What follows belongs to an exercise in optimizing a design on an open flow for small area, a short achievable clock period and few clock cycles per item; a production flow would make more cautious choices. Function was checked by simulation only, so behaviour that the tests miss may differ from the original. Power figures rest on the tool's default switching activity, not on a simulated workload.

File: flow/constraint.sdc
create_clock -name core_clock -period 8.0 [get_ports {clk}]
set_input_delay 1.6000 -clock core_clock [delete_from_list [all_inputs] [get_ports {clk}]]
set_output_delay 1.6000 -clock core_clock [all_outputs]
set_load 0.01 [all_outputs]
File: flow/design.v
module prio_derive (
    input  wire        clk,
    input  wire        rst,
    input  wire        in_valid,
    output wire        in_ready,
    input  wire [63:0] in_table,
    output reg         out_valid,
    input  wire        out_ready,
    output reg  [19:0] out_order,
    output reg  [2:0]  out_diag
);
    localparam [2:0] D_NONE   = 3'd0,
                     D_OPAQUE = 3'd1,
                     D_AMBIG  = 3'd2,
                     D_MERGE  = 3'd3,
                     D_VERIFY = 3'd4;
    function [1:0] suborder;
        input [31:0] q;
        integer a, b, c, s;
        reg [3:0] o1, t1, f1;           
        reg [3:0] o2 [0:3];             
        reg [3:0] t2f [0:3];
        reg [3:0] f2 [0:3];
        reg [3:0] o3 [0:15];            
        reg [3:0] t3f [0:15];
        reg [3:0] f3 [0:15];
        reg [3:0] A2, A3, B;
        reg [1:0] p1, p2, p3;
        reg       opq, at, af;
        begin
            for (a = 0; a < 4; a = a + 1) begin
                o1[a] = 1'b1; t1[a] = 1'b0; f1[a] = 1'b0;
                for (s = 0; s < 15; s = s + 1)
                    if (s[a]) o1[a] = o1[a] & (q[2*s +: 2] == a);
                    else begin
                        t1[a] = t1[a] | (q[2*s +: 2] == a);
                        f1[a] = f1[a] | (q[2*s +: 2] != a);
                    end
            end
            for (a = 0; a < 4; a = a + 1) begin
                A2 = 4'hf & ~(4'd1 << a);
                o2[a] = 4'hf; t2f[a] = 4'h0; f2[a] = 4'h0;
                for (b = 0; b < 4; b = b + 1)
                    if (b != a)
                        for (s = 0; s < 16; s = s + 1)
                            if ((s & ~A2) == 0 && s != A2) begin
                                if (s[b]) o2[a][b] = o2[a][b] & (q[2*s +: 2] == b);
                                else begin
                                    t2f[a][b] = t2f[a][b] | (q[2*s +: 2] == b);
                                    f2[a][b]  = f2[a][b]  | (q[2*s +: 2] != b);
                                end
                            end
            end
            for (a = 0; a < 16; a = a + 1) begin
                o3[a] = 4'hf; t3f[a] = 4'h0; f3[a] = 4'h0;
                for (c = 0; c < 4; c = c + 1)
                    if (a[c])
                        for (s = 0; s < 16; s = s + 1)
                            if ((s & ~a) == 0 && s != a) begin
                                if (s[c]) o3[a][c] = o3[a][c] & (q[2*s +: 2] == c);
                                else begin
                                    t3f[a][c] = t3f[a][c] | (q[2*s +: 2] == c);
                                    f3[a][c]  = f3[a][c]  | (q[2*s +: 2] != c);
                                end
                            end
            end
            p1 = q[31:30];
            A2 = 4'hf & ~(4'd1 << p1);
            p2 = q[2*A2 +: 2];
            A3 = A2 & ~(4'd1 << p2);
            p3 = q[2*A3 +: 2];
            if (!o1[p1])                suborder = 2'd1;
            else if (t1[p1] && f1[p1])  suborder = 2'd2;
            else if (t1[p1])            suborder = 2'd0;
            else if (!o2[p1][p2])       suborder = 2'd1;
            else if (t2f[p1][p2] && f2[p1][p2]) suborder = 2'd2;
            else if (t2f[p1][p2])       suborder = 2'd0;
            else if (!o3[A3][p3])       suborder = 2'd1;
            else if (t3f[A3][p3] && f3[A3][p3]) suborder = 2'd2;
            else                        suborder = 2'd0;
        end
    endfunction
    wire [31:0] q0, q1;              
    genvar g;
    generate
        for (g = 0; g < 16; g = g + 1) begin : g_split
            assign q0[2*g +: 2] = in_table[4*g     +: 2];
            assign q1[2*g +: 2] = in_table[4*g + 2 +: 2];
        end
    endgenerate
    wire [1:0] f0 = suborder(q0);
    wire [1:0] f1 = suborder(q1);
    reg  [3:0] pr0, pr1;
    reg  [3:0] ab0 [0:3];
    reg  [3:0] ab1 [0:3];
    reg        mok, same, vfail;
    reg  [2:0] pos [0:4];            
    reg  [4:0] here;
    reg  [3:0] code [0:4];
    reg  [3:0] slot [0:4];
    reg  [19:0] order;
    reg  [2:0]  diag;
    integer x, y, k;
    always @* begin
        for (x = 0; x < 4; x = x + 1) begin
            pr0[x] = (q0[2*(1 << x) +: 2] == x);
            pr1[x] = (q1[2*(1 << x) +: 2] == x);
            for (y = 0; y < 4; y = y + 1) begin
                ab0[x][y] = (q0[2*((1 << x) | (1 << y)) +: 2] == x);
                ab1[x][y] = (q1[2*((1 << x) | (1 << y)) +: 2] == x);
            end
        end
        mok = 1'b1;
        for (x = 0; x < 3; x = x + 1) begin
            if (pr0[x] != pr1[x]) mok = 1'b0;
            for (y = x + 1; y < 3; y = y + 1)
                if (ab0[x][y] != ab1[x][y]) mok = 1'b0;
            if (pr0[3] && pr1[3] && pr0[x] && ab0[3][x] && !ab1[3][x]) mok = 1'b0;
        end
        vfail = (q0[1:0] == 2'd3) != (q1[1:0] == 2'd3);
        same = pr0[3] & pr1[3];
        for (x = 0; x < 3; x = x + 1)
            if (pr0[x] && ab0[3][x] != ab1[3][x]) same = 1'b0;
        for (x = 0; x < 3; x = x + 1) begin
            pos[x] = 3'd0;
            for (y = 0; y < 3; y = y + 1)
                if (y != x && pr0[y] && ab0[x][y]) pos[x] = pos[x] + 3'd1;
            if (pr0[3] && ab0[x][3]) pos[x] = pos[x] + 3'd1;
            if (pr1[3] && !same && ab1[x][3]) pos[x] = pos[x] + 3'd1;
            here[x] = pr0[x];
            code[x] = x;
        end
        pos[3] = 3'd0;
        pos[4] = {2'd0, pr0[3]};
        for (x = 0; x < 3; x = x + 1) begin
            if (pr0[x] && ab0[3][x]) pos[3] = pos[3] + 3'd1;
            if (pr0[x] && ab1[3][x]) pos[4] = pos[4] + 3'd1;
        end
        here[3] = pr0[3];
        code[3] = same ? 4'd3 : 4'd4;
        here[4] = pr1[3] & !same;
        code[4] = 4'd5;
        for (k = 0; k < 5; k = k + 1) begin
            slot[k] = 4'hf;
            for (x = 0; x < 5; x = x + 1)
                if (here[x] && pos[x] == k) slot[k] = code[x];
        end
        order = {slot[0], slot[1], slot[2], slot[3], slot[4]};
        if (f0 != 2'd0)      diag = {1'b0, f0};
        else if (f1 != 2'd0) diag = {1'b0, f1};
        else if (!mok)       diag = D_MERGE;
        else if (vfail)      diag = D_VERIFY;
        else                 diag = D_NONE;
        if (diag != D_NONE) order = 20'hfffff;
    end
    assign in_ready = !out_valid || out_ready;
    always @(posedge clk) begin
        if (rst)
            out_valid <= 1'b0;
        else if (in_ready)
            out_valid <= in_valid;
    end
    always @(posedge clk) begin
        if (in_ready) begin
            out_order <= order;
            out_diag  <= diag;
        end
    end
endmodule
File: flow/run.sh
#!/bin/bash
# synth_recipe.tcl (not shown) runs the flow's synth.tcl, then flattens the netlist and writes it again
# the make line also repeats each setting of config.mk as NAME=value (left out here)
make -C /OpenROAD-flow-scripts/flow DESIGN_CONFIG=/design/flow/config.mk WORK_HOME=/design/flow/orfs CLKGATE_MAP_FILE= SYNTH_SCRIPT=/design/flow/synth_recipe.tcl finish
File: flow/config.mk
export PLATFORM = sky130hd
export DESIGN_NAME = prio_derive
export DESIGN_NICKNAME = prio_derive
export VERILOG_FILES = /design/flow/design.v
export SDC_FILE = /design/flow/constraint.sdc
export NUM_CORES = 4
export LEC_CHECK = 0
export CAP_MARGIN = 20
export CORE_MARGIN = 2
export CORE_UTILIZATION = 40
export PLACE_DENSITY = 0.6
export SLEW_MARGIN = 20
==> qor.yml <==
sta:
  fin_setup_tns_ns: 0
  fmax_mhz: 155
  setup_ws_ns: 1.54
  period_needed_ns: 6.46
  hold_violations: 0
  tightest_slew_ns: 1.13
  slew_violations: 0
  setup_viol: 0
  relSlewSlack_pct: 22.7
  post-route-period-util_pct: 80.7
  rsz0062_at_grt: "false"
  skew_ns: 0.00669
floorplan:
  row_count: 50
  core_area_sq_um: 18600
  die_y_um: 141
  dieArea_sq_um: 20000
  initial_core_util_pct: 40.5
  die_w_um: 141
  io_pins: 93
worst_setup_path:
  cp-end-kind: "register"
  crit_path_max_incr_delay_ns: 0.90
  worstReg2RegStart: "out_valid"
  required_ns: 7.96
  arrival_ns: 6.42
  crit_path_top_delay_cell: "nor2b_1"
  crit_path_start_kind: "primary input"
  cp_cell_sequence: "clkdlybuf4s50_1, nor2b_1, nand2_1, ha_1, xor2_1, ha_1, inv_1, a2111oi_0, xor2_1, nor4b_1, nand2b_1, and3_1, o21ai_0, nand3_1"
  startpoint: "in_table[17]"
  path_class: "primary input to register"
  path_max_fanout: 11
synthesis:
  syn_avg_cell_area_sq_um: 6.81
  synth_top_area_share_pct: 9.15
  ys_warn_count: 18
  yosys.area.top_type: "edfxtp_1"
  synth.area.top_cells: "edfxtp_1, nand2b_1, nor2_1"
  yosysSeqAreaShare_pct: 9.41
  async_reset_ff_share_pct: 0
  ys_types: 91
  synth_nets: 1191
  synthSimpleGateAreaFrac_pct: 38.1
  synth-compound-area-share_pct: 34.2
  syn_area_sq_um: 7550
  syn_inst: 1109
  ys_seq_elements: 24
  ys.flop_type: "edfxtp_1"
  synth_edf_count: 23
  synthAdderAreaFrac_pct: 2.32
  synth_top_family_by_area: "simple AND/OR/NAND/NOR gates"
  synth_most_common_cell: "nor2_1"
  ys_top_cells_by_count: "nor2_1, nand2_1, clkbuf_1"
  synth_mux_area_share_pct: 5.78
  synth_xor_area_share_pct: 2.78
clock_tree:
  clock_latency_ns: 0.26
  cts_made_buffers: 3
  cts_tree: "yes"
  post_cts_resized: 0
  postCtsSetupRepairBufs: 0
  clk_pin_slew_ns: 0.06
  clock-root-buffer: "clkbuf_16"
  clockBufferDepth: 2
  ctsHtreeMaxLevel: 1
  clock_sinks: 24
  hold_buffers: 0
job:
  cap_violations: 0
route:
  drc: 0
  routedWlPerCell_um: 26.0
  drt-total-wl_um: 35400
  first_pass_iters: 6
  vias: 10000
  ant_nets: 0
  vias_per_cell: 7.35
  drt-initial-drc-count: 1232
pwr:
  p_leak_nw: 2.79
  p_int_w: 0.000371
  power_density_nw_per_um2: 84.3
  vdd_drop_max_mv: 0.0633
  combPwrFrac_pct: 65.6
  swShare_pct: 48.4
  seqPwrFrac_pct: 19.4
  clockPowerShare_pct: 15.0
  p_sw_w: 0.000349
grt:
  grt_max_degree: 55
  antenna_found_initial: 0
  overflow: 0
  grt_pass1_wl_um: 52700
  grt_pass1_vias: 8869
  track_usage_pct: 33.5
cells_and_area:
  n_fill_cell: 1955
  drive_gt1_share_pct: 5.50
  layoutNonFillerInstCount: 1362
  area_delta_synth_final_pct: 13.0
  fin_area_sq_um: 8530
  final_nets: 1210
placement:
  gp_congestion: 1.07
  pre_cts_ws_ns: 1.48
  placed_cells: 1357
  io_buffers: 92
  dpl_cell_area_sq_um: 8440
  hpwlAfterDp_um: 26000
hold_path:
  hp-class: "register to register"
  min-delay-start: "out_valid"
run_status:
  status: "timing/DRC/antenna clean"
[stage by stage]
step	utilization [%]	power (W)	hold slack (ns)
after floorplan	-	0.000441	1.16
after global placement	45.3	0.000599	0.797
after detailed placement	45.3	0.000591	0.815
after CTS	45.7	0.000698	0.829
after global routing	45.8	0.000748	0.866
final	45.8	0.000720	0.820
[area by class of cell]
type                            count  area [sq um]  area share, %
Antenna cell                        1          2.50         0.0293
Tap cell                          234           293           3.43
Timing Repair Buffer              107          1020           12.0
Clock buffer                        3          75.1          0.880
Multi-Input combinational cell    958          6300           73.8
Clock inverter                      1          3.75         0.0440
Inverter                           34           128           1.50
Sequential cell                    24           711           8.33
[critical path, delay by kind of cell]
family / cells / cell delay (ns)
buf+inv: 2 / 0.90
simple gates: 6 / 2.16
xor+xnor: 2 / 0.65
fa+ha+maj: 2 / 0.58
compound gates: 2 / 0.51
[cell families after synthesis]
family                   Yosys count
AND/OR/NAND/NOR                  522
AO/OA/AOI/OAI                    362
buffers and inverters            127
multiplexers                      36
XOR/XNOR                          24
flip-flops                        24
adder cells (fa/ha/maj)           14
[power by group through the flow]
stage	combinational, W	sequential [W]	clock (W)
floorplan	0.000298	0.000143	0
finish	0.000472	0.000139	0.000108
global placement	0.000457	0.000142	0
detailed placement	0.000449	0.000142	0
global route	0.000494	0.000140	0.000115
CTS	0.000451	0.000140	0.000108
[cells in the final DEF (no fill, tap or decap), types with 18 or more instances in the layout]
cell	n
nand3_1	53
a21oi_1	56
nor4_1	24
nand2b_1	60
clkdlybuf4s50_1	90
nand4_1	24
o21ai_0	54
nand2_1	92
nor3_1	40
o22ai_1	25
a31oi_1	20
a211oi_1	18
inv_1	33
edfxtp_1	23
nor2_1	93
nor2b_1	32
mux2i_1	20
[final timing paths]
check	end	slack (ns)	cells after the start
worst min register to register	out_order[19]	0.82	2
worst max-delay path	out_order[7]	1.54	14
worst min-delay path	out_order[19]	0.82	2
worst max register to register	out_order[10]	6.99	2
[registers in the layout, summed over array words and instances, names as in the netlist]
name,cells
out_order,20
out_diag,3
out_valid,1
[per-layer routing]
metal	part of all wire [%]	GRT usage (%)	up-vias
met3	11	4.59	179
met4	5.5	15.1	0
met2	44	53.5	810
li1	-	-	4391
met5	0	0	-
met1	39	44.9	4631
Testbench counts, summed over its fixed seeds: cycles 2,056, items 2,048.

## separate check: timing with driven ports
The flow's constraints put no driver on any port. The routed layout listed below was extracted and timed again, unchanged, in two steps. Step 1: set_driving_cell puts a clkbuf_16 on clk and a buf_2 on each other input, an assumption about the parent block. Step 2 times the ports against the registers' clock, not the clock port: input delays grow and output delays shrink by t, the midpoint of the rising clock arrivals with the driver on. Slacks: ideal ports / drivers / drivers and shift; pairs: ideal ports / drivers.
shift t [ns]: 0.286
slack for setup (ns): 1.543 / 1.540 / 1.254
worst slew at a driven data input, ns: 0.05
After both steps setup and hold are still met in this run. For this run, drivers alone change the setup slack by -0.003 ns; drivers and shift together by -0.289 ns.
